This is an optimization exercise on Yosys and OpenROAD, whose aim is small area, a short achievable clock period and few clock cycles, not a production implementation.
RTL that was checked went through simulation tests only; none was proved equivalent to the original.
For runs 2 to 6, only the layout was checked, not whether the RTL still works.
No activity file was given, so power comes from the tool's default toggle rates.

<file path="flow/flow/run.sh">
#!/bin/bash
# Standard layout (the standard.sh), with two changes to how it is made:
# the port buffers are buf_4 cells instead of the default pick, and the
# timing repair steps aim for a large setup margin so that they size and
# buffer the paths that set the achieved period. The SDC is unchanged.
export BUFFER_PORTS_ARGS="-buffer_cell sky130_fd_sc_hd__buf_4"
export SETUP_SLACK_MARGIN=19.0
bash standard.sh > standard.log 2>&1
</file>
<file path="flow/standard.sh">
#!/bin/bash
# synth_recipe.tcl (not shown) runs the flow's synth.tcl, then flattens the netlist and writes it again
# the make line also repeats each setting of config.mk as NAME=value (left out here)
make -C /OpenROAD-flow-scripts/flow DESIGN_CONFIG=/design/flow/config.mk WORK_HOME=/design/flow/orfs CLKGATE_MAP_FILE= SYNTH_SCRIPT=/design/flow/synth_recipe.tcl "${@:-finish}"
</file>
<file path="flow/config.mk">
export PLATFORM = sky130hd
export DESIGN_NAME = mpd_engine
export DESIGN_NICKNAME = mpd_engine
export VERILOG_FILES = /design/flow/design.v
export SDC_FILE = /design/flow/constraint.sdc
export NUM_CORES = 4
export LEC_CHECK = 0
export CAP_MARGIN = 20
export CORE_MARGIN = 2
export CORE_UTILIZATION = 50
export CTS_BUF_LIST = sky130_fd_sc_hd__clkbuf_4 sky130_fd_sc_hd__clkbuf_8
export CTS_CLUSTER_DIAMETER = 60
export CTS_CLUSTER_SIZE = 20
export SLEW_MARGIN = 20
</file>
<file path="flow/constraint.sdc">
create_clock -name core_clock -period 25.0 [get_ports {clk}]
set_input_delay 5.0000 -clock core_clock [delete_from_list [all_inputs] [get_ports {clk}]]
set_output_delay 5.0000 -clock core_clock [all_outputs]
set_load 0.01 [all_outputs]
</file>
<file path="flow/design.v">
module mpd_engine (
    input  wire        clk,
    input  wire        rst,           
    input  wire        cmd_valid,
    output wire        cmd_ready,
    input  wire [31:0] cmd_data,
    output reg         gpio_valid,
    input  wire        gpio_ready,
    output wire [31:0] gpio_addr,
    output reg  [31:0] gpio_data,
    output reg         rsp_valid,
    output reg  [3:0]  rsp_err,
    output reg  [31:0] rsp_result,
    output wire [15:0] rsp_bus,
    output reg  [1:0]  rsp_rot,
    output wire [4:0]  rsp_devcnt
);
    localparam [3:0] E_OK      = 4'd0;
    localparam [3:0] E_ILLEGAL = 4'd1;
    localparam [3:0] E_WIDTH   = 4'd2;
    localparam [3:0] E_PIN     = 4'd3;
    localparam [3:0] E_DUP     = 4'd4;
    localparam [3:0] E_CTRL    = 4'd5;
    localparam [3:0] E_ROT     = 4'd7;
    localparam [3:0] E_OOB     = 4'd9;
    localparam [3:0] E_NOTCFG  = 4'd10;
    localparam [3:0] E_DEV     = 4'd12;
    localparam [3:0] E_FULL    = 4'd13;
    localparam [3:0] E_FATAL   = 4'd14;
    localparam [3:0] M_IDLE  = 4'd0;    
    localparam [3:0] M_TX    = 4'd1;    
    localparam [3:0] M_DRAIN = 4'd2;    
    localparam [3:0] M_W1    = 4'd3;    
    localparam [3:0] M_PIN   = 4'd4;    
    localparam [3:0] M_DEV   = 4'd5;    
    localparam [3:0] M_BUILD = 4'd6;    
    localparam [3:0] M_ROT   = 4'd7;    
    localparam [3:0] M_BHDR  = 4'd8;    
    localparam [3:0] M_XLO   = 4'd9;    
    localparam [2:0] Q_CSA = 3'd0;
    localparam [2:0] Q_DCC = 3'd1;
    localparam [2:0] Q_DCD = 3'd2;
    localparam [2:0] Q_WRD = 3'd3;
    localparam [2:0] Q_SET = 3'd4;
    localparam [2:0] Q_CLR = 3'd5;
    localparam [2:0] Q_WRA = 3'd6;
    localparam [2:0] Q_CSD = 3'd7;
    integer i;
    reg         cr;              
    reg         iv;              
    reg  [31:0] w;
    reg  [3:0]  mst;
    reg         pend;            
    reg  [2:0]  sq;
    reg         txc, txd, srcc, dtx;
    reg  [15:0] rem;             
    reg  [1:0]  k;               
    reg  [2:0]  g;               
    reg  [7:0]  sp [0:10];
    reg  [10:0] sv;
    reg  [3:0]  hc;
    reg  [2:0]  spol;            
    reg  [7:0]  ip [0:10];
    reg  [2:0]  ipol;
    reg  [6:0]  gmask;           
    reg  [2:0]  ng;
    reg         bus_ready, bus_fatal, last_valid;
    reg  [7:0]  last_byte;
    reg         bmd, bmc, bpin, bdup;
    reg  [11:0] dp [0:7];
    reg  [2:0]  hd;
    reg  [3:0]  devcnt;
    reg         xfk;             
    reg  [2:0]  xc;              
    reg  [1:0]  xe;              
    reg         rstd;            
    reg  [5:0]  res;             
    reg  [2:0]  gg;
    reg         gclr;
    assign cmd_ready  = cr;
    assign gpio_addr  = {4'b0101, 17'd0, gg, 4'd0, 1'b1, gclr, 2'b00};
    assign rsp_bus    = {last_byte, 1'b0, ng, 1'b0, last_valid, bus_fatal, bus_ready};
    assign rsp_devcnt = {1'b0, devcnt};
    wire [3:0] op   = w[31:28];
    wire       act  = (mst == M_IDLE) && iv && !pend;
    wire       free = !gpio_valid || gpio_ready;
    wire tx_legal = (w[25:24] == 2'b00) && (w[27] || (w[23:16] == 8'd0)) &&
                    (w[26] || (w[15:0] == 16'd0));
    wire tx_ok    = tx_legal && !bus_fatal && bus_ready;
    wire start_tx = (mst == M_IDLE) && iv && (op == 4'h3) && tx_ok;
    wire pin_legal = (w[22:8] == 15'd0) && (w[27:24] <= 4'd10) &&
                     !((w[27:24] <= 4'd7) && w[23]);
    wire reg_legal = (w[27:13] == 15'd0);
    wire reg_full  = devcnt[3];
    wire sxf_legal = (w[27:20] == 8'd0) && (w[15:6] == 10'd0) && !w[3];
    wire sxf_devok = !w[19] && ({1'b0, w[18:16]} < devcnt);
    wire keep0 = ((op == 4'h1) && pin_legal) || (op == 4'h4) ||
                 ((op == 4'h9) && reg_legal && !reg_full) ||
                 ((op == 4'hA) && sxf_legal && sxf_devok);
    wire pin_go = (((act && (op == 4'h1) && pin_legal)) || (mst == M_PIN)) &&
                  (hc == w[27:24]);
    wire [2:0] dev_tgt = (op == 4'h9) ? devcnt[2:0] : w[18:16];
    wire dev_go = ((act && (((op == 4'h9) && reg_legal && !reg_full) ||
                            ((op == 4'hA) && sxf_legal && sxf_devok))) ||
                   (mst == M_DEV)) && (hd == dev_tgt);
    reg [11:0] dev_new;
    always @(*) begin
        dev_new = dp[0];
        if (op == 4'h9)
            dev_new = w[11:0];
        else case (w[5:4])
            2'd0: dev_new[2:0]  = w[2:0];
            2'd1: dev_new[5:3]  = w[2:0];
            2'd2: dev_new[8:6]  = w[2:0];
            default: dev_new[11:9] = w[2:0];
        endcase
    end
    wire [2:0] esq  = (mst == M_TX) ? sq : Q_CSA;
    wire       want = start_tx || ((mst == M_TX) && ((sq != Q_WRD) || srcc || iv));
    reg  [7:0] cbyte;
    always @(*) begin
        case (k)
            2'd0: cbyte = w[7:0];
            2'd1: cbyte = w[15:8];
            2'd2: cbyte = w[23:16];
            default: cbyte = w[31:24];
        endcase
    end
    wire changed = !last_valid || (last_byte != cbyte);
    reg  [6:0] gab;
    reg  [2:0] first_g, next_g;
    always @(*) begin
        for (i = 0; i < 7; i = i + 1)
            gab[i] = gmask[i] && (i > g);
        first_g = 3'd0;
        next_g  = 3'd0;
        for (i = 6; i >= 0; i = i - 1) begin
            if (gmask[i]) first_g = i[2:0];
            if (gab[i])   next_g  = i[2:0];
        end
    end
    wire has_next = |gab;
    reg  [7:0] cpin;
    reg        cpol, cact;
    always @(*) begin
        case (esq)
            Q_CSA:   begin cpin = ip[8];  cpol = ipol[0]; cact = 1'b1; end
            Q_CSD:   begin cpin = ip[8];  cpol = ipol[0]; cact = 1'b0; end
            Q_DCC:   begin cpin = ip[9];  cpol = ipol[1]; cact = 1'b0; end
            Q_DCD:   begin cpin = ip[9];  cpol = ipol[1]; cact = 1'b1; end
            Q_WRA:   begin cpin = ip[10]; cpol = ipol[2]; cact = 1'b1; end
            default: begin cpin = ip[10]; cpol = ipol[2]; cact = 1'b0; end
        endcase
    end
    wire isdata = (esq == Q_SET) || (esq == Q_CLR);
    reg [31:0] dmask;
    always @(*) begin
        dmask = 32'd0;
        for (i = 0; i < 8; i = i + 1)
            if ((ip[i][7:5] == g) && (last_byte[i] ^ (esq == Q_CLR)))
                dmask = dmask | (32'd1 << ip[i][4:0]);
    end
    wire [31:0] n_gd   = isdata ? dmask : (32'd1 << cpin[4:0]);
    wire [2:0]  n_gg   = isdata ? g : cpin[7:5];
    wire        n_gclr = isdata ? (esq == Q_CLR) : (cpol ^ cact);
    reg [1:0] rpair;
    always @(*) begin
        rpair = 2'd0;
        for (i = 0; i < 13; i = i + 1)
            if (rem[3:0] == i[3:0]) rpair = w[2*i +: 2];
    end
    wire [7:0] rt    = {res, 2'b00} + {6'd0, rpair};
    wire [7:0] rstep = (rt >= 8'd135) ? rt - 8'd135 :
                       (rt >= 8'd90)  ? rt - 8'd90  :
                       (rt >= 8'd45)  ? rt - 8'd45  : rt;
    wire [5:0] rinit = w[27] ? (w[26] ? 6'd44 : 6'd43) : {5'd0, w[26]};
    reg  [2:0] xcode;
    always @(*) begin
        if (mst == M_XLO)
            xcode = xc;
        else if (xfk) begin
            case (rsp_rot)
                2'd0: xcode = dp[0][2:0];
                2'd1: xcode = dp[0][5:3];
                2'd2: xcode = dp[0][8:6];
                default: xcode = dp[0][11:9];
            endcase
        end else begin
            case (rsp_rot)
                2'd0: xcode = 3'b000;
                2'd1: xcode = 3'b110;
                2'd2: xcode = 3'b011;
                default: xcode = 3'b101;
            endcase
        end
    end
    wire        xph   = (mst == M_XLO);
    wire        xsub  = xph ? xcode[0] : xcode[1];
    wire [15:0] xop   = (xcode[2] ^ xph) ? w[15:0] : w[31:16];
    wire [15:0] xcon  = ((xfk && rsp_rot[0]) ^ xph) ? 16'd319 : 16'd479;
    wire [15:0] xout  = xsub ? xcon - xop : xop;
    wire        x_ge480 = (w[31:25] != 7'd0) || (w[24] & w[23] & w[22] & w[21]);
    wire        x_ge320 = (w[31:25] != 7'd0) || (w[24] & (w[23] | w[22]));
    wire        y_ge480 = (w[15:9] != 7'd0)  || (w[8] & w[7] & w[6] & w[5]);
    wire        y_ge320 = (w[15:9] != 7'd0)  || (w[8] & (w[7] | w[6]));
    wire        mp_oob  = rsp_rot[0] ? (x_ge320 || y_ge480) : (x_ge480 || y_ge320);
    wire        w1_go   = (mst == M_W1) && iv && (!xfk || (xe != 2'd0) || (hd == g));
    wire        w1_hi   = w1_go && (xe == 2'd0) && !(!xfk && mp_oob);
    wire       sc_md  = !sv[0] && !hc[3];
    wire       sc_mc  = !sv[0] && hc[3];
    wire       sc_pin = (sp[0] >= 8'd200);
    wire       sc_dup = (sp[0] == sp[1]) || (sp[0] == sp[2]) || (sp[0] == sp[3]) ||
                        (sp[0] == sp[4]) || (sp[0] == sp[5]);
    wire       f_md   = bmd  || sc_md;
    wire       f_mc   = bmc  || sc_mc;
    wire       f_pin  = bpin || sc_pin;
    wire       f_dup  = bdup || sc_dup;
    wire [3:0] b_err  = f_md ? E_WIDTH : f_mc ? E_CTRL : f_pin ? E_PIN :
                        f_dup ? E_DUP : E_OK;
    wire       sc_new = !hc[3] && (sp[0][7:5] != 3'd7) && !gmask[sp[0][7:5]];
    wire drain_last = ((dtx ? (w[15:3] == 13'd0) : (w[31:3] == 29'd0)) &&
                       !(w[2] && (w[1] || w[0])));
    wire [5:0] dhi    = w[7:2] - {5'd0, (k == 2'd0)};
    wire [7:0] dbyte  = (k == 2'd0) ? {dhi, w[1:0]} : (w[7:0] - {7'd0, srcc});
    wire       dbout  = (k == 2'd0) ? (w[7:2] == 6'd0) : (srcc && (w[7:0] == 8'd0));
    wire       dtx_legal = (w[25:24] == 2'b00) && (w[27] || (w[23:16] == 8'd0)) && w[26];
    wire       dstep  = (mst == M_DRAIN) && iv && !((k == 2'd0) && drain_last);
    reg  [3:0]  n_mst;
    reg         n_pend, n_rv;
    reg  [3:0]  n_err;
    reg  [2:0]  n_sq;
    reg         n_txc, n_txd, n_srcc, n_dtx;
    reg  [15:0] n_rem;
    reg  [1:0]  n_k;
    reg  [2:0]  n_g;
    reg  [6:0]  n_gmask;
    reg  [2:0]  n_ng;
    reg         n_ready, n_fatal, n_lvalid;
    reg  [7:0]  n_lbyte;
    reg         n_bmd, n_bmc, n_bpin, n_bdup;
    reg  [3:0]  n_devcnt;
    reg         n_xfk;
    reg  [2:0]  n_xc;
    reg  [31:0] n_result;
    reg  [1:0]  n_rot;
    reg  [1:0]  n_xe;
    reg         rel;             
    always @(*) begin
        n_mst    = mst;
        n_pend   = 1'b0;
        n_rv     = 1'b0;
        n_err    = E_OK;
        n_sq     = sq;
        n_txc    = txc;
        n_txd    = txd;
        n_srcc   = srcc;
        n_dtx    = dtx;
        n_rem    = rem;
        n_k      = k;
        n_g      = g;
        n_gmask  = gmask;
        n_ng     = ng;
        n_ready  = bus_ready;
        n_fatal  = bus_fatal;
        n_lvalid = last_valid;
        n_lbyte  = last_byte;
        n_bmd    = bmd;
        n_bmc    = bmc;
        n_bpin   = bpin;
        n_bdup   = bdup;
        n_devcnt = devcnt;
        n_xfk    = xfk;
        n_xc     = xc;
        n_result = rsp_result;
        n_rot    = rsp_rot;
        n_xe     = xe;
        rel      = 1'b0;
        if (pend) begin
            n_rv  = 1'b1;
            n_err = E_OK;
        end
        if (want) begin
            case (esq)
                Q_CSA: begin
                    n_mst = M_TX;
                    n_txc = w[27];
                    n_txd = w[26];
                    n_rem = w[15:0];
                    n_sq  = w[27] ? Q_DCC : (w[26] ? Q_DCD : Q_CSD);
                    if (!w[27]) rel = 1'b1;
                end
                Q_DCC: begin
                    n_srcc = 1'b1;
                    n_k    = 2'd2;
                    n_sq   = Q_WRD;
                end
                Q_DCD: begin
                    n_srcc = 1'b0;
                    n_k    = 2'd0;
                    n_sq   = (rem == 16'd0) ? Q_CSD : Q_WRD;
                end
                Q_WRD: begin
                    n_lvalid = 1'b1;
                    n_lbyte  = cbyte;
                    n_g      = first_g;
                    n_sq     = changed ? Q_SET : Q_WRA;
                    if (!srcc) begin
                        n_rem = rem - 16'd1;
                        n_k   = k + 2'd1;
                    end
                    if (srcc || (k == 2'd3) || (rem == 16'd1)) rel = 1'b1;
                end
                Q_SET: n_sq = Q_CLR;
                Q_CLR: begin
                    n_g  = next_g;
                    n_sq = has_next ? Q_SET : Q_WRA;
                end
                Q_WRA: begin
                    if (srcc)
                        n_sq = txd ? Q_DCD : Q_CSD;
                    else
                        n_sq = (rem == 16'd0) ? Q_CSD : Q_WRD;
                end
                default: begin  
                    n_mst  = M_IDLE;
                    n_pend = 1'b1;
                end
            endcase
        end
        if (act) begin
            case (op)
                4'h1: begin  
                    if (!pin_legal) begin
                        n_rv = 1'b1; n_err = E_ILLEGAL; rel = 1'b1;
                    end else if (!pin_go)
                        n_mst = M_PIN;
                end
                4'h2: begin  
                    rel = 1'b1;
                    if (w[27:0] != 28'd0) begin
                        n_rv = 1'b1; n_err = E_ILLEGAL;
                    end else if (bus_fatal) begin
                        n_rv = 1'b1; n_err = E_FATAL;
                    end else begin
                        n_mst   = M_BUILD;
                        n_rem   = 16'd10;
                        n_bmd   = 1'b0;
                        n_bmc   = 1'b0;
                        n_bpin  = 1'b0;
                        n_bdup  = 1'b0;
                        n_gmask = 7'd0;
                        n_ng    = 3'd0;
                    end
                end
                4'h3: begin  
                    if (!tx_ok) begin
                        rel   = 1'b1;
                        n_err = !tx_legal ? E_ILLEGAL : bus_fatal ? E_FATAL : E_NOTCFG;
                        if (w[15:0] == 16'd0)
                            n_rv = 1'b1;
                        else begin
                            n_mst = M_DRAIN;
                            n_dtx = 1'b1;
                            n_k   = 2'd0;
                        end
                    end
                end
                4'h4: begin  
                    n_mst = M_ROT;
                    n_rem = 16'd12;
                end
                4'h5: begin  
                    rel  = 1'b1;
                    n_rv = 1'b1;
                    if (w[27:0] != 28'd0)
                        n_err = E_ILLEGAL;
                    else begin
                        n_err = E_OK;
                        case (rsp_rot)
                            2'd0: n_result = 32'd0;
                            2'd1: n_result = 32'd90;
                            2'd2: n_result = 32'd180;
                            default: n_result = 32'd270;
                        endcase
                    end
                end
                4'h9: begin  
                    if (!reg_legal) begin
                        n_rv = 1'b1; n_err = E_ILLEGAL; rel = 1'b1;
                    end else if (reg_full) begin
                        n_rv = 1'b1; n_err = E_FULL; rel = 1'b1;
                    end else if (!dev_go)
                        n_mst = M_DEV;
                end
                4'hA: begin  
                    if (!sxf_legal) begin
                        n_rv = 1'b1; n_err = E_ILLEGAL; rel = 1'b1;
                    end else if (!sxf_devok) begin
                        n_rv = 1'b1; n_err = E_DEV; rel = 1'b1;
                    end else if (!dev_go)
                        n_mst = M_DEV;
                end
                4'hB: begin  
                    rel   = 1'b1;
                    n_mst = M_W1;
                    n_xfk = 1'b1;
                    n_g   = w[18:16];
                    n_xe  = ((w[27:20] != 8'd0) || (w[15:0] != 16'd0)) ? 2'd1 :
                            (w[19] || ({1'b0, w[18:16]} >= devcnt)) ? 2'd2 : 2'd0;
                end
                4'hC: begin  
                    rel   = 1'b1;
                    n_mst = M_W1;
                    n_xfk = 1'b0;
                    n_xe  = (w[27:0] != 28'd0) ? 2'd1 : 2'd0;
                end
                4'h6: begin  
                    rel   = 1'b1;
                    n_mst = M_W1;
                    n_xfk = 1'b0;
                    n_xe  = 2'd1;
                end
                4'hD: begin  
                    rel   = 1'b1;
                    n_mst = M_BHDR;
                    n_rem = 16'd2;
                end
                4'h3: ;
                default: begin
                    rel  = 1'b1;
                    n_rv = 1'b1; n_err = E_ILLEGAL;
                end
            endcase
        end
        if (pin_go) begin
            rel   = 1'b1;
            n_mst = M_IDLE;
            n_rv  = 1'b1; n_err = E_OK;
        end
        if (dev_go) begin
            rel   = 1'b1;
            n_mst = M_IDLE;
            n_rv  = 1'b1; n_err = E_OK;
            if (op == 4'h9) begin
                n_devcnt = devcnt + 4'd1;
                n_result = {29'd0, devcnt[2:0]};
            end
        end
        case (mst)
            M_BUILD: begin
                n_bmd  = f_md;
                n_bmc  = f_mc;
                n_bpin = f_pin;
                n_bdup = f_dup;
                if (sc_new) begin
                    n_gmask[sp[0][7:5]] = 1'b1;
                    n_ng = ng + 3'd1;
                end
                n_rem = rem - 16'd1;
                if (rem[3:0] == 4'd0) begin
                    n_mst    = M_IDLE;
                    n_rv     = 1'b1;
                    n_err    = b_err;
                    n_lvalid = 1'b0;
                    n_lbyte  = 8'd0;
                    if (b_err != E_OK) begin
                        n_ready = 1'b0;
                        n_fatal = 1'b1;
                        n_ng    = 3'd0;
                    end else
                        n_ready = 1'b1;
                end
            end
            M_ROT: begin
                n_rem = rem - 16'd1;
                if (rem[3:0] == 4'd0) begin
                    rel   = 1'b1;
                    n_mst = M_IDLE;
                    n_rv  = 1'b1;
                    if ((rstep == 8'd0) && !w[0]) begin
                        n_err = E_OK;
                        n_rot = w[2:1];
                    end else
                        n_err = E_ROT;
                end
            end
            M_W1: begin
                if (w1_hi) begin
                    n_mst = M_XLO;
                    n_xc  = xcode;
                    n_result[31:16] = xout;
                end else if (w1_go) begin
                    rel   = 1'b1;
                    n_mst = M_IDLE;
                    n_rv  = 1'b1;
                    n_err = (xe == 2'd1) ? E_ILLEGAL : (xe == 2'd2) ? E_DEV : E_OOB;
                end
            end
            M_XLO: begin
                rel   = 1'b1;
                n_mst = M_IDLE;
                n_rv  = 1'b1;
                n_result[15:0] = xout;
            end
            M_BHDR: begin
                if (iv) begin
                    rel = 1'b1;
                    if (rem[1:0] != 2'd0)
                        n_rem = rem - 16'd1;
                    else begin
                        n_err = E_ILLEGAL;
                        if (w == 32'd0) begin
                            n_mst = M_IDLE;
                            n_rv  = 1'b1;
                        end else begin
                            n_mst = M_DRAIN;
                            n_dtx = 1'b0;
                            n_k   = 2'd0;
                        end
                    end
                end
            end
            M_DRAIN: begin
                if (iv) begin
                    if ((k == 2'd0) && drain_last) begin
                        rel   = 1'b1;
                        n_mst = M_IDLE;
                        n_rv  = 1'b1;
                        n_err = !dtx ? E_ILLEGAL : !dtx_legal ? E_ILLEGAL :
                                bus_fatal ? E_FATAL : E_NOTCFG;
                    end else begin
                        n_k    = k + 2'd1;
                        n_srcc = dbout;
                        if (k == 2'd3) rel = 1'b1;
                    end
                end
            end
            default: ;
        endcase
    end
    wire n_iv = cr ? cmd_valid : !(free && rel);
    always @(posedge clk) begin
        if (cr && (mst != M_DRAIN))
            w <= cmd_data;
        else if (dstep)
            w <= {dbyte, w[31:8]};
        for (i = 0; i < 10; i = i + 1)
            sp[i] <= sp[i + 1];
        sp[10] <= pin_go ? w[7:0] : sp[0];
        if (act && (op == 4'h1) && pin_legal && w[27])
            spol[w[25:24]] <= w[23];
        for (i = 0; i < 7; i = i + 1)
            dp[i] <= dp[i + 1];
        dp[7] <= dev_go ? dev_new : dp[0];
        if (mst == M_BUILD) begin
            for (i = 0; i < 11; i = i + 1)
                if (hc == i[3:0]) ip[i] <= sp[0];
            if (rem[3:0] == 4'd0)
                ipol <= spol;
        end
        res <= (mst == M_ROT) ? rstep[5:0] : rinit;
        if (free) begin
            gpio_data <= n_gd;
            gg        <= n_gg;
            gclr      <= n_gclr;
            sq        <= n_sq;
            txc       <= n_txc;
            txd       <= n_txd;
            srcc      <= n_srcc;
            dtx       <= n_dtx;
            rem       <= n_rem;
            k         <= n_k;
            g         <= n_g;
            gmask     <= n_gmask;
            bmd       <= n_bmd;
            bmc       <= n_bmc;
            bpin      <= n_bpin;
            bdup      <= n_bdup;
            xfk       <= n_xfk;
            xc        <= n_xc;
            xe        <= n_xe;
        end
        rsp_err <= n_err;
        rstd    <= rst;
    end
    always @(posedge clk) begin
        if (rst) begin
            cr         <= 1'b1;
            iv         <= 1'b0;
            rsp_valid  <= 1'b0;
            gpio_valid <= 1'b0;
            mst        <= M_IDLE;
            pend       <= 1'b0;
        end else begin
            cr <= !n_iv;
            iv <= n_iv;
            rsp_valid <= free && n_rv;
            if (free) begin
                gpio_valid <= want;
                mst        <= n_mst;
                pend       <= n_pend;
            end
        end
    end
    always @(posedge clk) begin
        if (rstd) begin
            sv         <= 11'd0;
            hc         <= 4'd0;
            hd         <= 3'd0;
            devcnt     <= 4'd0;
            bus_ready  <= 1'b0;
            bus_fatal  <= 1'b0;
            last_valid <= 1'b0;
            last_byte  <= 8'd0;
            ng         <= 3'd0;
            rsp_rot    <= 2'd0;
            rsp_result <= 32'd0;
        end else begin
            sv <= {pin_go || sv[0], sv[10:1]};
            hc <= (hc == 4'd10) ? 4'd0 : hc + 4'd1;
            hd <= hd + 3'd1;
            if (free) begin
                devcnt     <= n_devcnt;
                bus_ready  <= n_ready;
                bus_fatal  <= n_fatal;
                last_valid <= n_lvalid;
                last_byte  <= n_lbyte;
                ng         <= n_ng;
                rsp_rot    <= n_rot;
                rsp_result <= n_result;
            end
        end
    end
endmodule
</file>
==> results of run 1 <==
==> stage by stage <==
| stage | setup slack (ns) | total power, µW | util (%) |
|---|---|---|---|
| floorplan | 18.74 | 1657 | - |
| finish | 18.78 | 2556 | 57.66 |
| global route | 18.74 | 2661 | 57.66 |
| global placement | 17.39 | 1985 | 53.70 |
| detailed placement | 17.33 | 2000 | 53.74 |
| CTS | 18.74 | 2508 | 57.32 |
==> sequential cells by signal, summed over array words and instances (netlist names), 4 cells and up, named ones only <==
signal and cells:
ip 88, res 6, hc 4, rem 16, sv 11, sp 88
mst 4, rsp_err 4, gpio_data 32, rsp_result 32, w 32, dp 96
devcnt 4, last_byte 8, gmask 7
==> cells in the final DEF, fill, tap and decap left out, types with 45 or more instances in the layout <==
cell / count
a21oi_1: 100
buf_4: 116
buf_6: 91
dfxtp_1: 214
edfxtp_1: 205
ha_1: 48
inv_1: 87
nand2_1: 149
nand3_1: 46
nor2_1: 207
nor2b_1: 45
nor3_1: 72
o21ai_0: 94
o22ai_1: 105
xnor2_1: 74
xor2_1: 55
==> final cells by class <==
class | instances | area, µm²
inverter | 90 | 357.8
timing repair inverter | 1 | 8.758
tap | 607 | 759.5
clock inverter | 20 | 299.0
clock buffer | 47 | 609.3
timing repair buffer | 216 | 2031
multi-input combinational | 1677 | 11070
fill | 4043 | 19750
sequential | 479 | 11760
==> final timing paths <==
path	start	to	slack [ns]	depth (start not counted)
max	gg[1]$_DFFE_PN_	gpio_addr[9]	18.78	1
max reg2reg	rem[0]$_DFFE_PN_	rsp_err[0]$_DFF_P_	19.49	18
min reg2reg	dp[7][7]$_DFF_P_	dp[6][7]$_DFF_P_	0.32	0
min	dp[7][7]$_DFF_P_	dp[6][7]$_DFF_P_	0.32	0
==> power by group through the flow <==
stage,sequential [µW],clock [µW],combinational [µW]
2_1_floorplan,977,0,680
6_report,1070,497,986
3_3_place_gp,1080,0,908
5_1_grt,1080,532,1050
4_1_cts,1060,504,942
3_5_place_dp,1080,0,922
==> timing repair <==
item,CTS,global route
setup endpoints to repair,155,108
endpoints found under the hold margin,0,0
setup buffers,34,6
pin swaps,1,1
cloned,2,1
resized for setup,166,19
==> per-layer routing <==
metal	vias up	GRT usage, %	part of all wire (%)
li1	9098	-	-
met1	10030	47.66	42
met2	1296	50.91	43
met3	258	6.494	10
met4	2	12.14	4.2
met5	-	0	0.014
==> kinds of logic after synthesis <==
family                     Yosys count
muxes                               76
adders and majority gates           50
buffers and inverters              271
other                                2
DFF                                479
xor gates and xnor gates           129
and+or+nand+nor                    757
AOI/OAI and AO/OA                  634
==> results.cfg, run 1 <==
[run_status]
status = complete, no violations

[pwr]
leakage_uw = 0.01017
pwr_density_cell_nw_per_um2 = 95.01
p_switching_uw = 1078
clockPowerShare_pct = 19.4
pwr-share-comb_pct = 38.6
seq_power_share_pct = 42.0
vdd_drop_max_mv = 0.06393
swShare_pct = 42.18
power_report.internal_total_uw = 1478

[synth]
seq_area_frac_synth_pct = 49.06
synth.most_common_cell = dfxtp_1
synth_seq_cells = 479
ys_warn_count = 4
ys.flop_type = dfxtp_1
synth_xor_area_share_pct = 4.762
synthMuxAreaShare_pct = 3.465
synth_top_area_share_pct = 25.95
synth_simple_gate_area_share_pct = 16.19
synth-edff-count = 205
synth_fa_ha_area_share_pct = 2.668
ys_types = 94
synth_cells = 2398
synth_top_family_by_area = compound AO/OA/AOI/OAI gates
yosysTopAreaCell = edfxtp_1
syn_avg_cell_area_um2 = 9.894
synth_compound_area_share_pct = 18.82
synthTopCellsByArea = edfxtp_1, dfxtp_1, nor2_1
synth_common_cells = dfxtp_1, nor2_1, edfxtp_1
postSynth.asyncResetShare_pct = 0
syn_area_um2 = 23730

[sta]
fin_setup_tns_ns = 0
finalSetupViolCount = 0
timing.fmax_mhz = 160.8
worst_pin_slew_ns = 1.103
skew_ns = 0.04398
whs_ns = 0.3157
fin_crit_sh_pct = 24.88
min_period_ns = 6.220
rsz0062_at_grt = yes
relSlewSlack_pct = 24.54
hold_viol_final = 0
slew_viol_final = 0

[detailed_routing]
firstDrtPassIters = 7
initialDrtViolationCount = 2941
finalWirelength_um = 84690
vias = 20680
drc = 0
postRouteAntennaNets = 0
vias_per_cell = 6.593
wire_per_inst_um = 27.00

[critical_path]
required_ns = 20.00
cp_num_buf_inv = 1
cp_top_family = flip-flops
cp_max_fo = 1
critPathSlowestCell = edfxtp_1
timing_worst_setup_path_type = reg -> out
setup.worst_path.end_class = output pin
arrival_ns = 1.22
start_kind = flip-flop
cp_cell_sequence = buf_6
slowest_delay_ns = 0.44

[floorplanning]
core-area_um2 = 46650
die_y_um = 221.8
start_util_pct = 50.86
pin_count = 162
fp-row-count = 79
die_width_um = 221.8
die_area_um2 = 49210

[clock_network]
clockRootBuffer = clkbuf_8
htree_levels = 2
cts_sinks = 479
numCtsBuffers = 38
cts.clk_slew.worst_paths_ns = 0.12
cts_tree = yes
clock_latency_ns = 0.67
clock_path_buffers = 3
hold_buffers = 0

[hold_path]
min_path_type = reg -> reg

[global_route]
grt_max_degree = 40
grt_usage_pct = 33.52
grt_remaining_overflow = 0
grt_pass1_wl_um = 125000
first_global_vias = 19430
antenna_found_initial = 3

[place]
dp_cells = 3023
place_area_um2 = 25070
gp_congestion = 0.9924
dpl.hpwl_um = 59980
io_buffers = 130

[cells_and_area]
diodes = 0
drive_above_1_share_pct = 17.31
nets = 2589
stdcell_area_um2 = 26900
syn2layout_area_growth_pct = 13.38
layoutNonFillerInstCount = 3137

[run]
drv_cap = 0
Testbench counts, summed over its fixed seeds: cycles 186,413.
==> run 2, diff against run 1 <==
--- a/flow/design.v
+++ b/flow/design.v
@@ -163,17 +163,15 @@
     wire [31:0] n_gd   = isdata ? dmask : (32'd1 << cpin[4:0]);
     wire [2:0]  n_gg   = isdata ? g : cpin[7:5];
     wire        n_gclr = isdata ? (esq == Q_CLR) : (cpol ^ cact);
-    reg [1:0] rpair;
+    reg       rbit;
     always @(*) begin
-        rpair = 2'd0;
-        for (i = 0; i < 13; i = i + 1)
-            if (rem[3:0] == i[3:0]) rpair = w[2*i +: 2];
+        rbit = 1'b0;
+        for (i = 0; i < 27; i = i + 1)
+            if (rem[4:0] == i[4:0]) rbit = w[i];
     end
-    wire [7:0] rt    = {res, 2'b00} + {6'd0, rpair};
-    wire [7:0] rstep = (rt >= 8'd135) ? rt - 8'd135 :
-                       (rt >= 8'd90)  ? rt - 8'd90  :
-                       (rt >= 8'd45)  ? rt - 8'd45  : rt;
-    wire [5:0] rinit = w[27] ? (w[26] ? 6'd44 : 6'd43) : {5'd0, w[26]};
+    wire [6:0] rt    = {res, rbit};
+    wire [7:0] rstep = (rt >= 7'd45) ? {1'b0, rt - 7'd45} : {1'b0, rt};
+    wire [5:0] rinit = w[27] ? 6'd44 : 6'd0;
     reg  [2:0] xcode;
     always @(*) begin
         if (mst == M_XLO)
@@ -367,7 +365,7 @@
                 end
                 4'h4: begin  
                     n_mst = M_ROT;
-                    n_rem = 16'd12;
+                    n_rem = 16'd26;
                 end
                 4'h5: begin  
                     rel  = 1'b1;
@@ -473,7 +471,7 @@
             end
             M_ROT: begin
                 n_rem = rem - 16'd1;
-                if (rem[3:0] == 4'd0) begin
+                if (rem[4:0] == 5'd0) begin
                     rel   = 1'b1;
                     n_mst = M_IDLE;
                     n_rv  = 1'b1;
==> flow/flow/run.sh (replaced) <==
#!/bin/bash
# Standard layout (the standard.sh), with two changes to how it is made:
# the port buffers are buf_2 cells instead of the default pick, and the
# timing repair steps aim for a large setup margin so that they size and
# buffer the paths that set the achieved period. The SDC is unchanged.
export BUFFER_PORTS_ARGS="-buffer_cell sky130_fd_sc_hd__buf_2"
export SETUP_SLACK_MARGIN=18.85
bash standard.sh > standard.log 2>&1
--- a/flow/config.mk
+++ b/flow/config.mk
@@ -8,7 +8,7 @@
 export CAP_MARGIN = 20
 export CORE_MARGIN = 2
 export CORE_UTILIZATION = 50
-export CTS_BUF_LIST = sky130_fd_sc_hd__clkbuf_4 sky130_fd_sc_hd__clkbuf_8
+export CTS_BUF_LIST = sky130_fd_sc_hd__clkbuf_8
 export CTS_CLUSTER_DIAMETER = 60
-export CTS_CLUSTER_SIZE = 20
+export CTS_CLUSTER_SIZE = 18
 export SLEW_MARGIN = 20
==> run 2 against run 1 <==
Maximum frequency decreased by 0.35%; synthesized cell count is 0.25% lower; synthesized area shrank 1.1%; sequential cell count unchanged; largest cell class unchanged; register-to-register slack worse by 0.05 ns; worst hold slack improved by 0.0044 ns; total power is 9.9% lower; die area shrank 1.1%; setup slack got worse by 0.022 ns; final cell count decreased by 0.86%; combinational power shrank 23%.
==> results.cfg, run 2 <==
[run_status]
status = complete, no violations

[critical_path]
start_kind = flip-flop
setup.worst_path.end_class = output pin
arrival_ns = 1.24
cp_cell_sequence = buf_2
cp_num_buf_inv = 1
cp_top_family = flip-flops
reg2reg_depth = 16
r2r_setup_slack_ns = 19.44
critPathSlowestCell = edfxtp_1
timing_worst_setup_path_type = reg -> out
reg2reg_from = rem[0]$_DFFE_PN_
required_ns = 20.00
cp_max_fo = 1
reg2reg_to = rsp_err[0]$_DFF_P_
slowest_delay_ns = 0.41

[synth]
yosysTopAreaCell = edfxtp_1
ys_types = 103
postSynth.asyncResetShare_pct = 0
ys.flop_type = dfxtp_1
synth_top_area_share_pct = 26.23
synth-edff-count = 205
synth_common_cells = dfxtp_1, edfxtp_1, nor2_1
syn_area_um2 = 23470
synth.most_common_cell = dfxtp_1
ys_warn_count = 4
syn_avg_cell_area_um2 = 9.810
synth_cells = 2392
seq_area_frac_synth_pct = 49.61
synth_seq_cells = 479
synthTopCellsByArea = edfxtp_1, dfxtp_1, o22ai_1

[floorplanning]
die_width_um = 220.6
fp-row-count = 79
pin_count = 162
die_area_um2 = 48680
die_y_um = 220.6
core-area_um2 = 46460
start_util_pct = 50.51

[sta]
rsz0062_at_grt = yes
finalSetupViolCount = 0
whs_ns = 0.3200
timing.fmax_mhz = 160.2
relSlewSlack_pct = 24.88
hold_viol_final = 0
slew_viol_final = 0
skew_ns = 0.04278
fin_crit_sh_pct = 24.97
fin_setup_tns_ns = 0
min_period_ns = 6.242
worst_pin_slew_ns = 1.123

[clock_network]
cts_sinks = 479
clock_latency_ns = 0.67
clockRootBuffer = clkbuf_8
clock_path_buffers = 3
numCtsBuffers = 42
htree_levels = 2
cts_tree = yes
cts.clk_slew.worst_paths_ns = 0.10

[global_route]
grt_remaining_overflow = 0
first_global_vias = 19170
antenna_found_initial = 0
grt_max_degree = 53
grt_pass1_wl_um = 122800
grt_usage_pct = 34.02

[detailed_routing]
wl_met2_um = 37210
drc = 0
vias = 20140
met1_length_um = 34110
wl_met3_um = 7778
top_layer_used = met4
initialDrtViolationCount = 2431
vias_per_cell = 6.476
firstDrtPassIters = 9
wire_per_inst_um = 26.78
postRouteAntennaNets = 0
finalWirelength_um = 83300

[run]
drv_cap = 0

[cells_and_area]
final_cell_mix = dfxtp_1, edfxtp_1, nor2_1, nand2_1, o22ai_1
layout_commonest_cell = dfxtp_1
reg.largest.list = dp: 96 flops, ip: 88 flops, sp: 88 flops
syn2layout_area_growth_pct = 10.51
nets = 2555
drive_above_1_share_pct = 16.70
diodes = 0
top_register = dp
largest_reg_flops = 96

[hold_path]
worstHoldStart = dp[1][3]$_DFF_P_
hold_depth = 0
min_path_type = reg -> reg
holdPathEnd = dp[0][3]$_DFF_P_

[place]
dpl.hpwl_um = 60290
gp_congestion = 1.034
io_buffers = 130

[pwr]
p_total_uw = 2303
pwr_density_cell_nw_per_um2 = 88.82
leakage_uw = 0.009870
vdd_drop_max_mv = 0.08583
run 2: cell families (layout without fill, tap and decap cells):
group / Yosys count / count (layout) / synth area share [%]
AOI/OAI and AO/OA: 616 / 616 / 17.87
xor gates and xnor gates: 131 / 131 / 4.889
adders and majority gates: 42 / 42 / 2.271
buffers and inverters: 265 / 347 / 5.295
DFF: 479 / 479 / 49.61
muxes: 70 / 70 / 3.242
other: 2 / 31 / 0.03200
and+or+nand+nor: 787 / 787 / 16.80
run 2: cell type report:
class | instances | area, µm²
clock inverter | 27 | 274.0
multi-input combinational | 1677 | 10730
fill | 4165 | 20520
clock buffer | 43 | 591.8
tap | 607 | 759.5
inverter | 77 | 302.8
sequential | 479 | 11760
timing repair buffer | 200 | 1519
run 2: where the power goes:
group          internal, µW  switching [µW]  leakage (µW)
combinational           280             481       0.00491
sequential              906             156       0.00450
clock                   186             295      0.000451
total                  1370             931       0.00987
run 2: worst max path at each step:
stage	endpoint	cells past startpoint	slack, ns	from
global placement	ng[0]$_SDFFE_PP0N_	8	17.52	gpio_ready
CTS	gpio_data[17]	1	18.72	gpio_data[17]$_DFFE_PN_
finish	gpio_data[17]	1	18.76	gpio_data[17]$_DFFE_PN_
global route	gpio_data[17]	1	18.70	gpio_data[17]$_DFFE_PN_
floorplan	rsp_result[10]$_SDFFE_PP0N_	5	18.89	gpio_ready
detailed placement	ng[0]$_SDFFE_PP0N_	8	17.45	gpio_ready
run 2: metrics by stage:
| stage | utilization [%] | setup slack [ns] | instance area (µm²) | cells |
|---|---|---|---|---|
| 2_1_floorplan | - | 18.89 | 23580 | 2421 |
| 3_3_place_gp | 52.46 | 17.52 | 24370 | 3011 |
| 3_5_place_dp | 52.46 | 17.45 | 24370 | 3011 |
| 4_1_cts | 55.57 | 18.72 | 25820 | 3106 |
| 5_1_grt | 55.82 | 18.70 | 25930 | 3110 |
| 6_report | 55.82 | 18.76 | 25930 | 3110 |
run 2: repair_timing:
action,in CTS,in global routing
gates resized for setup,129,13
pin swaps,0,0
hold endpoints to repair,0,0
hold buffers,0,0
setup endpoints to repair,212,84
buffers inserted,25,3
run 2: routing by layer:
layer	GRT usage [%]	up-vias
met5	0	-
met4	16.04	0
met3	6.529	242
met2	53.36	1149
met1	45.42	9801
li1	-	8947
==> run 3, diff against run 2 <==
--- a/flow/flow/run.sh
+++ b/flow/flow/run.sh
@@ -4,5 +4,5 @@
 # timing repair steps aim for a large setup margin so that they size and
 # buffer the paths that set the achieved period. The SDC is unchanged.
 export BUFFER_PORTS_ARGS="-buffer_cell sky130_fd_sc_hd__buf_2"
-export SETUP_SLACK_MARGIN=18.85
+export SETUP_SLACK_MARGIN=18.65
 bash standard.sh > standard.log 2>&1
==> run 3 against run 2 <==
Clock skew fell by 0.018 ns; synthesized cell count did not move; routed wire length fell by 1.7%; largest cell class unchanged; highest routed layer is now met5; clock power rose by 2%; worst hold slack improved by 0.0083 ns; register-to-register slack got worse by 0.09 ns; maximum frequency fell by 1.4%; sequential power barely moved; sequential share of layout area rose by 0.74 points; die area did not move.
==> results.cfg, run 3 <==
[run_status]
status = complete, no violations

[critical_path]
start_kind = flip-flop
setup.worst_path.end_class = output pin
slowest_delay_ns = 0.46
cp_top_family = flip-flops
critPathSlowestCell = dfxtp_1
arrival_ns = 1.33
cp_cell_sequence = buf_2
reg2reg_from = rem[0]$_DFFE_PN_
timing_worst_setup_path_type = reg -> out
cp_max_fo = 4
required_ns = 20.00
crit_path_start = last_byte[5]$_SDFFE_PP0N_
cp_num_buf_inv = 1

[cells_and_area]
syn2layout_area_growth_pct = 7.859
top_register = dp
layoutNonFillerInstCount = 3076
diodes = 0
nets = 2524
drive_above_1_share_pct = 13.89
layout_commonest_cell = dfxtp_1
final_cell_mix = dfxtp_1, edfxtp_1, nor2_1, nand2_1, o22ai_1
largest_reg_flops = 96
reg.largest.list = dp: 96 flops, ip: 88 flops, sp: 88 flops
fill_cells = 4177

[synth]
syn_area_um2 = 23470
synth-edff-count = 205
synth.most_common_cell = dfxtp_1
ys_warn_count = 4
syn_avg_cell_area_um2 = 9.810
yosysTopAreaCell = edfxtp_1
synth_top_area_share_pct = 26.23
synth_cells = 2392
seq_area_frac_synth_pct = 49.61
synth_common_cells = dfxtp_1, edfxtp_1, nor2_1
synthTopCellsByArea = edfxtp_1, dfxtp_1, o22ai_1
ys_types = 103
postSynth.asyncResetShare_pct = 0
ys.flop_type = dfxtp_1
synth_seq_cells = 479

[place]
dpl.hpwl_um = 61040
io_buffers = 130
gp_congestion = 1.017
dp_cells = 3010

[global_route]
grt_max_degree = 72
first_global_vias = 18710
grt_remaining_overflow = 0
antenna_found_initial = 1
grt_pass1_wl_um = 120300
grt.busiest_layer = met2
grt_use_met3_pct = 6.433
met1_usage_pct = 44.46
gr-usage-met2_pct = 52.99
grt_usage_pct = 33.37

[sta]
worst_pin_slew_ns = 1.186
finalSetupViolCount = 0
fin_crit_sh_pct = 25.31
hold_viol_final = 0
relSlewSlack_pct = 20.20
timing.fmax_mhz = 158.0
rsz0062_at_grt = yes
fin_setup_tns_ns = 0
min_period_ns = 6.328
skew_ns = 0.02439
slew_viol_final = 0

[detailed_routing]
finalWirelength_um = 81870
drc = 0
vias = 19860
vias_per_cell = 6.456
postRouteAntennaNets = 0
firstDrtPassIters = 7
wire_per_inst_um = 26.62
initialDrtViolationCount = 2208

[clock_network]
clock_latency_ns = 0.66
clockRootBuffer = clkbuf_8
htree_levels = 2
cts_sinks = 479
cts_tree = yes
numCtsBuffers = 40
cts.clk_slew.worst_paths_ns = 0.10
clock_path_buffers = 3

[floorplanning]
die_area_um2 = 48680
start_util_pct = 50.51
die_width_um = 220.6
fp-row-count = 79
die_y_um = 220.6
pin_count = 162
core-area_um2 = 46460

[hold_path]
min_path_type = reg -> reg
worstHoldStart = dp[1][3]$_DFF_P_

[pwr]
leakage_uw = 0.009663
pwr_density_cell_nw_per_um2 = 91.10
vdd_drop_max_mv = 0.08345

[run]
drv_cap = 0
[run 3: final cells by class]
type	instances	area (µm²)	share of cell area [%]
inverters	77	291.5	1.152
flip-flops and latches	479	11660	46.09
well taps	607	759.5	3.001
repair buffers	171	982.2	3.881
clock buffers	40	550.5	2.175
multi-input cells	1677	10720	42.37
clock inverters	25	337.8	1.335
[run 3: cells by family after synthesis]
logic type	synth area share, %
simple gates	16.80
compound gates	17.87
flops	49.61
buf+inv	5.295
xor+xnor	4.889
mux	3.242
fa+ha+maj	2.271
other cells	0.03200
[run 3: path summary, 6_finish.rpt]
check,to,slack (ns),cells past startpoint
worst min-delay path,dp[0][3]$_DFF_P_,0.33,0
worst min register to register,dp[0][3]$_DFF_P_,0.33,0
worst max-delay path,rsp_bus[13],18.67,1
worst max register to register,rsp_err[0]$_DFF_P_,19.35,16
[run 3: power by group]
group          internal [µW]  switching (µW)
clock network            206             287
registers                907             158
logic                    276             472
[run 3: repair_timing]
action / CTS / global route
setup buffers: 0 / 0
hold buffers: 0 / 0
hold endpoints to repair: 0 / 0
cloned: 0 / 0
setup endpoints to repair: 11 / 8
pin swaps: 0 / 0
gates resized for setup: 11 / 8
[run 3: layer usage]
metal / routed length, µm / share of wire, %
met1: 33460 / 41
met2: 37000 / 45
met3: 7308 / 8.9
met4: 4094 / 5.0
met5: 12 / 0.015
[run 3: stage by stage]
stage | cell area, µm² | utilization [%] | power, µW | setup WS [ns] | hold slack (ns)
final | 25310 | 54.48 | 2306 | 18.67 | 0.3284
after global placement | 24360 | 52.43 | 1781 | 17.98 | 0.3099
after detailed placement | 24360 | 52.43 | 1794 | 17.96 | 0.3121
after floorplan | 23580 | - | 1524 | 18.84 | 0.3096
after global routing | 25310 | 54.48 | 2405 | 18.63 | 0.3373
after CTS | 25260 | 54.38 | 2285 | 18.63 | 0.3327
==> run 4, diff against run 3 <==
--- a/flow/flow/run.sh
+++ b/flow/flow/run.sh
@@ -4,5 +4,5 @@
 # timing repair steps aim for a large setup margin so that they size and
 # buffer the paths that set the achieved period. The SDC is unchanged.
 export BUFFER_PORTS_ARGS="-buffer_cell sky130_fd_sc_hd__buf_2"
-export SETUP_SLACK_MARGIN=18.65
+export SETUP_SLACK_MARGIN=18.3
 bash standard.sh > standard.log 2>&1
==> run 4 against run 3 <==
Synthesized cell count did not move; sequential power barely moved; first-iteration DRC count rose by 0.77%; sequential cell count did not move; final cell count did not move; die area did not move; clock skew barely moved; clock-buffer cell count did not move; routed wire length barely moved; maximum frequency fell by 2.7%; largest cell class unchanged; highest routed layer unchanged.
==> results.cfg, run 4 <==
[global_route]
grt_remaining_overflow = 0
grt_pass1_wl_um = 120300
antenna_found_initial = 1
grt_max_degree = 72
first_global_vias = 18720
grt_usage_pct = 33.37

[synth]
synth_top_area_share_pct = 26.23
yosysTopAreaCell = edfxtp_1
synth-edff-count = 205
synth_cells = 2392
syn_area_um2 = 23470
synth.most_common_cell = dfxtp_1
synth_seq_cells = 479
syn_avg_cell_area_um2 = 9.810
ys.flop_type = dfxtp_1
synth_common_cells = dfxtp_1, edfxtp_1, nor2_1
seq_area_frac_synth_pct = 49.61
ys_types = 103
ys_warn_count = 4
postSynth.asyncResetShare_pct = 0
synthTopCellsByArea = edfxtp_1, dfxtp_1, o22ai_1

[clock_network]
hold_buffers = 0
cts_sinks = 479
post_cts_buffers = 0
cts_resized = 0
clock_latency_ns = 0.66
clockRootBuffer = clkbuf_8
cts.clk_slew.worst_paths_ns = 0.10
numCtsBuffers = 40
cts_tree = yes
htree_levels = 2
clock_path_buffers = 3

[detailed_routing]
vias_per_cell = 6.459
wire_per_inst_um = 26.64
top_layer_used = met5
wl_met2_um = 36800
firstDrtPassIters = 9
initialDrtViolationCount = 2225
drc = 0
vias = 19870
wl_met3_um = 7279
postRouteAntennaNets = 0
met1_length_um = 33590
finalWirelength_um = 81940

[critical_path]
arrival_ns = 1.50
cp_cell_sequence = buf_2
required_ns = 20.00
timing_worst_setup_path_type = reg -> out
critPathSlowestCell = dfxtp_1
reg2reg_from = rem[0]$_DFFE_PN_
slowest_delay_ns = 0.59
cp.depth = 1
start_kind = flip-flop
setup.worst_path.end_class = output pin
crit_path_start = bus_fatal$_SDFFE_PP0P_
cp_max_fo = 10
cp_num_buf_inv = 1
reg2reg_depth = 16
cp_top_family = flip-flops
endpoint = rsp_bus[1]
r2r_setup_slack_ns = 19.38
reg2reg_to = rsp_err[0]$_DFF_P_

[cells_and_area]
drive_above_1_share_pct = 13.24
syn2layout_area_growth_pct = 7.715
reg.largest.list = dp: 96 flops, ip: 88 flops, sp: 88 flops
fill_cells = 4187
largest_reg_flops = 96
layout_commonest_cell = dfxtp_1
nets = 2524
multi_input_area_um2 = 10720
seqCellArea_um2 = 11640
final_cell_mix = dfxtp_1, edfxtp_1, nor2_1, nand2_1, o22ai_1
top_register = dp
diodes = 0

[place]
io_buffers = 130
dpl.hpwl_um = 61040
preCtsSetupSlack_ns = 17.96
gp_congestion = 1.017

[sta]
skew_ns = 0.02473
setup_ws_ns = 18.50
finalSetupViolCount = 0
slew_viol_final = 0
relSlewSlack_pct = 18.81
fin_setup_tns_ns = 0
rsz0062_at_grt = no
timing.fmax_mhz = 153.8
fin_crit_sh_pct = 26.01
min_period_ns = 6.503
hold_viol_final = 0
worst_pin_slew_ns = 1.207

[floorplanning]
die_width_um = 220.6
die_y_um = 220.6
fp-row-count = 79
core-area_um2 = 46460
pin_count = 162
start_util_pct = 50.51
die_area_um2 = 48680

[run_status]
status = complete, no violations

[pwr]
vdd_drop_max_mv = 0.08343
leakage_uw = 0.009651
pwr_density_cell_nw_per_um2 = 91.24

[run]
drv_cap = 0

[hold_path]
min_path_type = reg -> reg
## run 4: cell families after synthesis
group / share of synthesized area (%)
DFF: 49.61
adders and majority gates: 2.271
and+or+nand+nor: 16.80
buffers and inverters: 5.295
xor gates and xnor gates: 4.889
muxes: 3.242
AOI/OAI and AO/OA: 17.87
other: 0.03200
## run 4: how the worst min path moves through the flow
stage,startpoint,endpoint,depth (start not counted)
after floorplan,dp[1][0]$_DFF_P_,dp[0][0]$_DFF_P_,0
after global placement,sp[7][1]$_DFF_P_,sp[6][1]$_DFF_P_,0
after detailed placement,dp[1][7]$_DFF_P_,dp[0][7]$_DFF_P_,0
after CTS,dp[4][5]$_DFF_P_,dp[3][5]$_DFF_P_,0
after global routing,sp[6][0]$_DFF_P_,sp[5][0]$_DFF_P_,0
final,dp[4][5]$_DFF_P_,dp[3][5]$_DFF_P_,0
## run 4: area by class of cell
| class | count | area share [%] |
|---|---|---|
| Sequential cell | 479 | 46.06 |
| Multi-Input combinational cell | 1677 | 42.40 |
| Timing Repair Buffer | 171 | 3.871 |
| Tap cell | 607 | 3.005 |
| Clock buffer | 40 | 2.178 |
| Clock inverter | 25 | 1.337 |
| Inverter | 77 | 1.153 |
## run 4: layer usage
| layer | global-route usage, % | vias up |
|---|---|---|
| li1 | - | 8880 |
| met1 | 44.46 | 9683 |
| met2 | 53.00 | 1084 |
| met3 | 6.433 | 219 |
| met4 | 14.49 | 2 |
| met5 | 0 | - |
## run 4: power breakdown
part	leakage, µW	total (µW)	switching, µW	internal (µW)
Clock	0.000461	494	288	206
Combinational	0.00472	747	472	275
Sequential	0.00447	1070	158	907
Total	0.00965	2310	918	1390
## run 4: stage by stage
stage	total power [µW]	hold WS (ns)	utilization (%)	std cells	area, µm²
after floorplan	1524	0.3096	-	2421	23580
after global placement	1781	0.3099	52.43	3010	24360
after detailed placement	1794	0.3121	52.43	3010	24360
after CTS	2285	0.3327	54.34	3075	25250
after global routing	2405	0.3373	54.41	3076	25280
final	2306	0.3297	54.41	3076	25280
==> run 5, diff against run 4 <==
--- a/flow/flow/run.sh
+++ b/flow/flow/run.sh
@@ -4,5 +4,5 @@
 # timing repair steps aim for a large setup margin so that they size and
 # buffer the paths that set the achieved period. The SDC is unchanged.
 export BUFFER_PORTS_ARGS="-buffer_cell sky130_fd_sc_hd__buf_2"
-export SETUP_SLACK_MARGIN=18.3
+export SETUP_SLACK_MARGIN=18.85
 bash standard.sh > standard.log 2>&1
--- a/flow/config.mk
+++ b/flow/config.mk
@@ -8,7 +8,7 @@
 export CAP_MARGIN = 20
 export CORE_MARGIN = 2
 export CORE_UTILIZATION = 50
-export CTS_BUF_LIST = sky130_fd_sc_hd__clkbuf_8
-export CTS_CLUSTER_DIAMETER = 60
-export CTS_CLUSTER_SIZE = 18
+export CTS_BUF_LIST = sky130_fd_sc_hd__clkbuf_4 sky130_fd_sc_hd__clkbuf_8
+export CTS_CLUSTER_DIAMETER = 50
+export CTS_CLUSTER_SIZE = 16
 export SLEW_MARGIN = 20
==> run 5 against run 4 <==
Still clean on timing, DRC and antenna; core utilization increased by 1.6 points; synthesized area did not move; total power grew 1.5%; sequential power is essentially flat; critical path type unchanged; critical endpoint is now gpio_data[16]; largest cell class unchanged.
==> results.cfg, run 5 <==
[global_route]
grt_remaining_overflow = 0
antenna_found_initial = 0
grt_pass1_wl_um = 122400
first_global_vias = 19240
grt_usage_pct = 33.87
grt_max_degree = 53

[cells_and_area]
nets = 2557
drive_above_1_share_pct = 16.91
layout_commonest_cell = dfxtp_1
top_register = dp
final_cell_mix = dfxtp_1, edfxtp_1, nor2_1, nand2_1, o22ai_1
reg.largest.list = dp: 96 flops, ip: 88 flops, sp: 88 flops
stdcell_area_um2 = 26000
syn2layout_area_growth_pct = 10.82
largest_reg_flops = 96

[synth]
synth_compound_area_share_pct = 17.87
postSynth.asyncResetShare_pct = 0
synth_fa_ha_area_share_pct = 2.271
synth-edff-count = 205
synth_cells = 2392
synth_seq_cells = 479
synth_top_area_share_pct = 26.23
synthMuxAreaShare_pct = 3.242
synth_common_cells = dfxtp_1, edfxtp_1, nor2_1
synth_top_family_by_area = compound AO/OA/AOI/OAI gates
yosysTopAreaCell = edfxtp_1
synth_xor_area_share_pct = 4.889
syn_area_um2 = 23470
seq_area_frac_synth_pct = 49.61
synthTopCellsByArea = edfxtp_1, dfxtp_1, o22ai_1
synth_simple_gate_area_share_pct = 16.80
ys_types = 103
ys.flop_type = dfxtp_1
ys_warn_count = 4
synth.most_common_cell = dfxtp_1
syn_avg_cell_area_um2 = 9.810

[sta]
fin_setup_tns_ns = 0
skew_ns = 0.05688
rsz0062_at_grt = yes
fin_crit_sh_pct = 24.92
worst_pin_slew_ns = 1.180
min_period_ns = 6.231
hold_viol_final = 0
slew_viol_final = 0
relSlewSlack_pct = 21.12
finalSetupViolCount = 0
timing.fmax_mhz = 160.5

[detailed_routing]
firstDrtPassIters = 6
wire_per_inst_um = 26.64
drc = 0
postRouteAntennaNets = 0
initialDrtViolationCount = 2417
vias = 20010
vias_per_cell = 6.420
finalWirelength_um = 83020

[run_status]
status = complete, no violations

[place]
io_buffers = 130
place_area_um2 = 24370
gp_congestion = 1.034
dpl.hpwl_um = 60290

[critical_path]
reg2reg_from = rem[0]$_DFFE_PN_
cp_max_fo = 1
cp_cell_sequence = buf_2
setup.worst_path.end_class = output pin
timing_worst_setup_path_type = reg -> out
cp_num_buf_inv = 1
required_ns = 20.00
arrival_ns = 1.23
slowest_delay_ns = 0.41
crit_path_start = gpio_data[16]$_DFFE_PN_
start_kind = flip-flop
cp_top_family = flip-flops
critPathSlowestCell = edfxtp_1

[pwr]
leakage_uw = 0.009914
pwr_density_cell_nw_per_um2 = 90.01
vdd_drop_max_mv = 0.08522

[clock_network]
htree_levels = 2
numCtsBuffers = 46
cts.clk_slew.worst_paths_ns = 0.09
cts_sinks = 479
cts_tree = yes
clock_path_buffers = 3
hold_buffers = 0
clockRootBuffer = clkbuf_8
clock_latency_ns = 0.67

[floorplanning]
die_area_um2 = 48680
fp-row-count = 79
pin_count = 162
start_util_pct = 50.51
die_y_um = 220.6
die_width_um = 220.6
core-area_um2 = 46460

[hold_path]
worstHoldStart = dp[1][1]$_DFF_P_
min_path_type = reg -> reg

[run]
drv_cap = 0
==> run 5: cell counts after synthesis <==
Identical to the previous run, type by type.
==> run 5: report_power, final <==
group | internal (µW) | total, µW | leakage (µW) | switching (µW)
sequential | 905 | 1060 | 0.00450 | 156
combinational | 279 | 759 | 0.00490 | 480
clock | 227 | 521 | 0.000509 | 294
==> run 5: layer usage <==
layer	vias up	part of all wire (%)	global-route usage (%)
li1	8943	-	-
met3	260	9.9	6.763
met5	-	0	0
met4	0	5.5	17.11
met2	1145	44	53.03
met1	9657	40	44.68
==> run 5: final cells by class <==
class | count | area [µm²]
multi-input combinational | 1677 | 10730
antenna | 2 | 5.005
tap | 607 | 759.5
inverter | 77 | 302.8
fill | 4169 | 20450
timing repair buffer | 198 | 1475
sequential | 479 | 11760
clock inverter | 24 | 292.8
clock buffer | 52 | 684.4
==> run 5: worst paths after layout <==
check,end,slack (ns),cells after the start
min,dp[0][1]$_DFF_P_,0.33,0
max,gpio_data[16],18.77,1
max reg2reg,rsp_err[0]$_DFF_P_,19.49,16
min reg2reg,dp[0][1]$_DFF_P_,0.33,0
==> run 5: timing repair <==
action | 4_1_cts | 5_1_grt
gates resized for setup | 128 | 9
setup endpoints to repair | 210 | 78
buffers inserted | 25 | 1
pin swaps | 0 | 0
==> run 5: cells by family after synthesis <==
| logic type | after synthesis |
|---|---|
| simple gates | 787 |
| compound gates | 616 |
| flops | 479 |
| buf+inv | 265 |
| xor+xnor | 131 |
| mux | 70 |
| fa+ha+maj | 42 |
| other cells | 2 |
==> run 5: metrics by stage <==
| step | hold slack [ns] | cells | utilization [%] | power [µW] | setup WS, ns |
|---|---|---|---|---|---|
| 5_1_grt | 0.3347 | 3114 | 55.97 | 2441 | 18.73 |
| 4_1_cts | 0.3287 | 3112 | 55.83 | 2316 | 18.73 |
| 3_3_place_gp | 0.3096 | 3011 | 52.46 | 1786 | 17.52 |
| 2_1_floorplan | 0.3096 | 2421 | - | 1524 | 18.89 |
| 6_report | 0.3277 | 3116 | 55.98 | 2341 | 18.77 |
| 3_5_place_dp | 0.3121 | 3011 | 52.46 | 1797 | 17.45 |
==> run 6, diff against run 5 <==
--- a/flow/flow/run.sh
+++ b/flow/flow/run.sh
@@ -4,5 +4,5 @@
 # timing repair steps aim for a large setup margin so that they size and
 # buffer the paths that set the achieved period. The SDC is unchanged.
 export BUFFER_PORTS_ARGS="-buffer_cell sky130_fd_sc_hd__buf_2"
-export SETUP_SLACK_MARGIN=18.85
+export SETUP_SLACK_MARGIN=18.75
 bash standard.sh > standard.log 2>&1
--- a/flow/config.mk
+++ b/flow/config.mk
@@ -7,8 +7,8 @@
 export LEC_CHECK = 0
 export CAP_MARGIN = 20
 export CORE_MARGIN = 2
-export CORE_UTILIZATION = 50
-export CTS_BUF_LIST = sky130_fd_sc_hd__clkbuf_4 sky130_fd_sc_hd__clkbuf_8
+export CORE_UTILIZATION = 65
+export CTS_BUF_LIST = sky130_fd_sc_hd__clkbuf_8
 export CTS_CLUSTER_DIAMETER = 50
-export CTS_CLUSTER_SIZE = 16
+export CTS_CLUSTER_SIZE = 14
 export SLEW_MARGIN = 20
==> run 6 against run 5 <==
Clock power shrank 6.9%; synthesized area stayed put; sequential share of layout area rose by 1.4 points; register-to-register slack worse by 0.21 ns; synthesized cell count is the same; worst hold slack got worse by 0.015 ns.
==> results.cfg, run 6 <==
[run_status]
status = complete, no violations

[detailed_routing]
initialDrtViolationCount = 3477
finalWirelength_um = 79320
drc = 0
wire_per_inst_um = 27.08
vias_per_cell = 7.058
postRouteAntennaNets = 0
firstDrtPassIters = 8
vias = 20670

[cells_and_area]
stdcell_area_um2 = 25100
reg.largest.list = dp: 96 flops, ip: 88 flops, sp: 88 flops
nets = 2517
final_cell_mix = dfxtp_1, edfxtp_1, nor2_1, nand2_1, o22ai_1
seqCellArea_um2 = 11700
drive_above_1_share_pct = 13.74
utilization_pct = 70.56
fill_cells = 2523
diodes = 0
multi_input_area_um2 = 10720
layout_commonest_cell = dfxtp_1
syn2layout_area_growth_pct = 6.953
top_register = dp
largest_reg_flops = 96

[synth]
synth.most_common_cell = dfxtp_1
synth_top_area_share_pct = 26.23
synthTopCellsByArea = edfxtp_1, dfxtp_1, o22ai_1
synth_common_cells = dfxtp_1, edfxtp_1, nor2_1
ys_types = 103
synth_seq_cells = 479
synth_cells = 2392
yosysTopAreaCell = edfxtp_1
syn_area_um2 = 23470
ys_warn_count = 4
ys.flop_type = dfxtp_1
postSynth.asyncResetShare_pct = 0
syn_avg_cell_area_um2 = 9.810
seq_area_frac_synth_pct = 49.61
synth-edff-count = 205

[sta]
skew_ns = 0.05106
hold_viol_final = 0
whs_ns = 0.3128
fin_crit_sh_pct = 25.01
min_period_ns = 6.253
slew_viol_final = 0
relSlewSlack_pct = 18.39
timing.fmax_mhz = 159.9
fin_setup_tns_ns = 0
finalSetupViolCount = 0
worst_pin_slew_ns = 1.213
rsz0062_at_grt = yes

[critical_path]
setup.worst_path.end_class = output pin
r2r_setup_slack_ns = 19.28
reg2reg_to = rsp_err[1]$_DFF_P_
endpoint = gpio_data[30]
required_ns = 20.00
reg2reg_depth = 16
crit_path_start = gpio_data[30]$_DFFE_PN_
timing_worst_setup_path_type = reg -> out
cp.depth = 1
cp_max_fo = 1
cp_num_buf_inv = 1
cp_cell_sequence = buf_2
start_kind = flip-flop
critPathSlowestCell = edfxtp_1
cp_top_family = flip-flops
arrival_ns = 1.25
reg2reg_from = rem[0]$_DFFE_PN_
slowest_delay_ns = 0.41

[clock_network]
cts_sinks = 479
clockRootBuffer = clkbuf_8
hold_buffers = 0
clock_latency_ns = 0.69
clock_path_buffers = 3
htree_levels = 2
cts_tree = yes
cts.clk_slew.worst_paths_ns = 0.09
numCtsBuffers = 46

[global_route]
grt_pass1_wl_um = 118000
grt_remaining_overflow = 0
grt_max_degree = 71
antenna_found_initial = 1
grt_usage_pct = 41.02
first_global_vias = 19480

[floorplanning]
fp-row-count = 69
die_width_um = 194.0
die_area_um2 = 37640
start_util_pct = 65.97
die_y_um = 194.0
core-area_um2 = 35570
pin_count = 162

[place]
io_buffers = 130
dpl.hpwl_um = 57070
place_area_um2 = 24040
gp_congestion = 1.092

[run]
drv_cap = 0

[hold_path]
min_path_type = reg -> reg

[pwr]
vdd_drop_max_mv = 0.09281
leakage_uw = 0.009653
pwr_density_cell_nw_per_um2 = 91.16
==> run 6: cell counts after synthesis <==
No cell type changed its count.
==> run 6: what timing repair did <==
item                                    CTS  global route
endpoints found under the setup margin   42            37
setup buffers                             1             4
gates resized for setup                  35            10
gates cloned                              0             0
==> run 6: final cells by class <==
class                      count  area share [%]
clock inverter                29          0.9372
multi-input combinational   1677           42.73
clock buffer                  48           2.632
inverter                      77           1.187
timing repair buffer         158           3.589
sequential                   479           46.63
tap                          461           2.298
==> run 6: worst register-to-register path, cell delays in order (launching register included) <==
cell and delay, ns:
edfxtp_1 0.50, inv_1 0.16, ha_1 0.49, nand3b_1 0.21, a2111oi_0 0.11, a311oi_1 0.31
o21ai_0 0.24, a221oi_2 0.65, ha_1 0.42, nor2_1 0.10, o21ai_0 0.21, o21ai_0 0.12
nor3_1 0.15, a22o_1 0.20, o311ai_0 0.28, o21ai_0 0.98, o211ai_1 0.39
==> run 6: cells by family after synthesis <==
group	share of synthesized area, %
adders and majority gates	2.271
buffers and inverters	5.295
xor gates and xnor gates	4.889
other	0.03200
and+or+nand+nor	16.80
muxes	3.242
AOI/OAI and AO/OA	17.87
DFF	49.61
==> run 6: power breakdown <==
part,internal (µW),leakage [µW],switching [µW]
logic,266,0.00467,436
registers,906,0.00449,195
clock network,206,0.000501,279
total,1380,0.00965,911
==> run 6: worst min path at each step <==
stage,start,endpoint,slack [ns],cells after the start
floorplan,dp[1][0]$_DFF_P_,dp[0][0]$_DFF_P_,0.31,0
global placement,dp[2][7]$_DFF_P_,dp[1][7]$_DFF_P_,0.31,0
detailed placement,sp[10][1]$_DFF_P_,sp[9][1]$_DFF_P_,0.31,0
CTS,dp[3][6]$_DFF_P_,dp[2][6]$_DFF_P_,0.32,0
global route,sp[7][5]$_DFF_P_,sp[6][5]$_DFF_P_,0.32,0
finish,sp[7][5]$_DFF_P_,sp[6][5]$_DFF_P_,0.31,0
==> run 6: metrics by stage <==
stage          total power, µW  setup slack [ns]  instances
2_1_floorplan             1524             18.84       2421
3_3_place_gp              1729             17.55       2846
3_5_place_dp              1764             17.43       2846
4_1_cts                   2235             18.74       2924
5_1_grt                   2365             18.72       2929
6_report                  2288             18.75       2929
==> run 6: per-layer routing <==
metal / up-vias / part of all wire [%] / track usage (%)
met3: 382 / 15 / 13.22
met1: 9644 / 38 / 55.93
met5: - / 0 / 0
li1: 8876 / - / -
met4: 0 / 5.4 / 19.36
met2: 1770 / 42 / 59.43

[port drivers added, routing unchanged]
Ports are ideal in the flow. The routed layouts listed here were re-timed in OpenROAD. Step 1: set_driving_cell puts a clkbuf_16 on clk and a buf_2 on each other input, an assumption about the parent block. Step 2, shift: input delay + t, output delay - t, t = (earliest + latest rising clock arrival at the registers) / 2. This alone moves slack from input paths to output paths. Three values: ideal ports, drivers, drivers and shift; two values: the first two.
| run | t (ns) | setup slack, ns | worst hold slack (ns) |
|---|---|---|---|
| run 1 | 0.706 | 18.780 / 18.722 / 18.344 | 0.316 / 0.316 / 0.316 |
| run 2 | 0.705 | 18.758 / 18.704 / 18.214 | 0.320 / 0.320 / 0.320 |
| run 3 | 0.697 | 18.672 / 18.619 / 18.095 | 0.328 / 0.328 / 0.328 |
| run 4 | 0.700 | 18.497 / 18.443 / 17.994 | 0.330 / 0.330 / 0.330 |
| run 5 | 0.693 | 18.769 / 18.715 / 18.246 | 0.328 / 0.328 / 0.328 |
| run 6 | 0.721 | 18.747 / 18.694 / 18.198 | 0.313 / 0.313 / 0.313 |
After both steps every run listed still meets setup and hold. The setup slack of run 3, which loses most, moves by -0.053 ns with the drivers and by -0.577 ns with both steps.
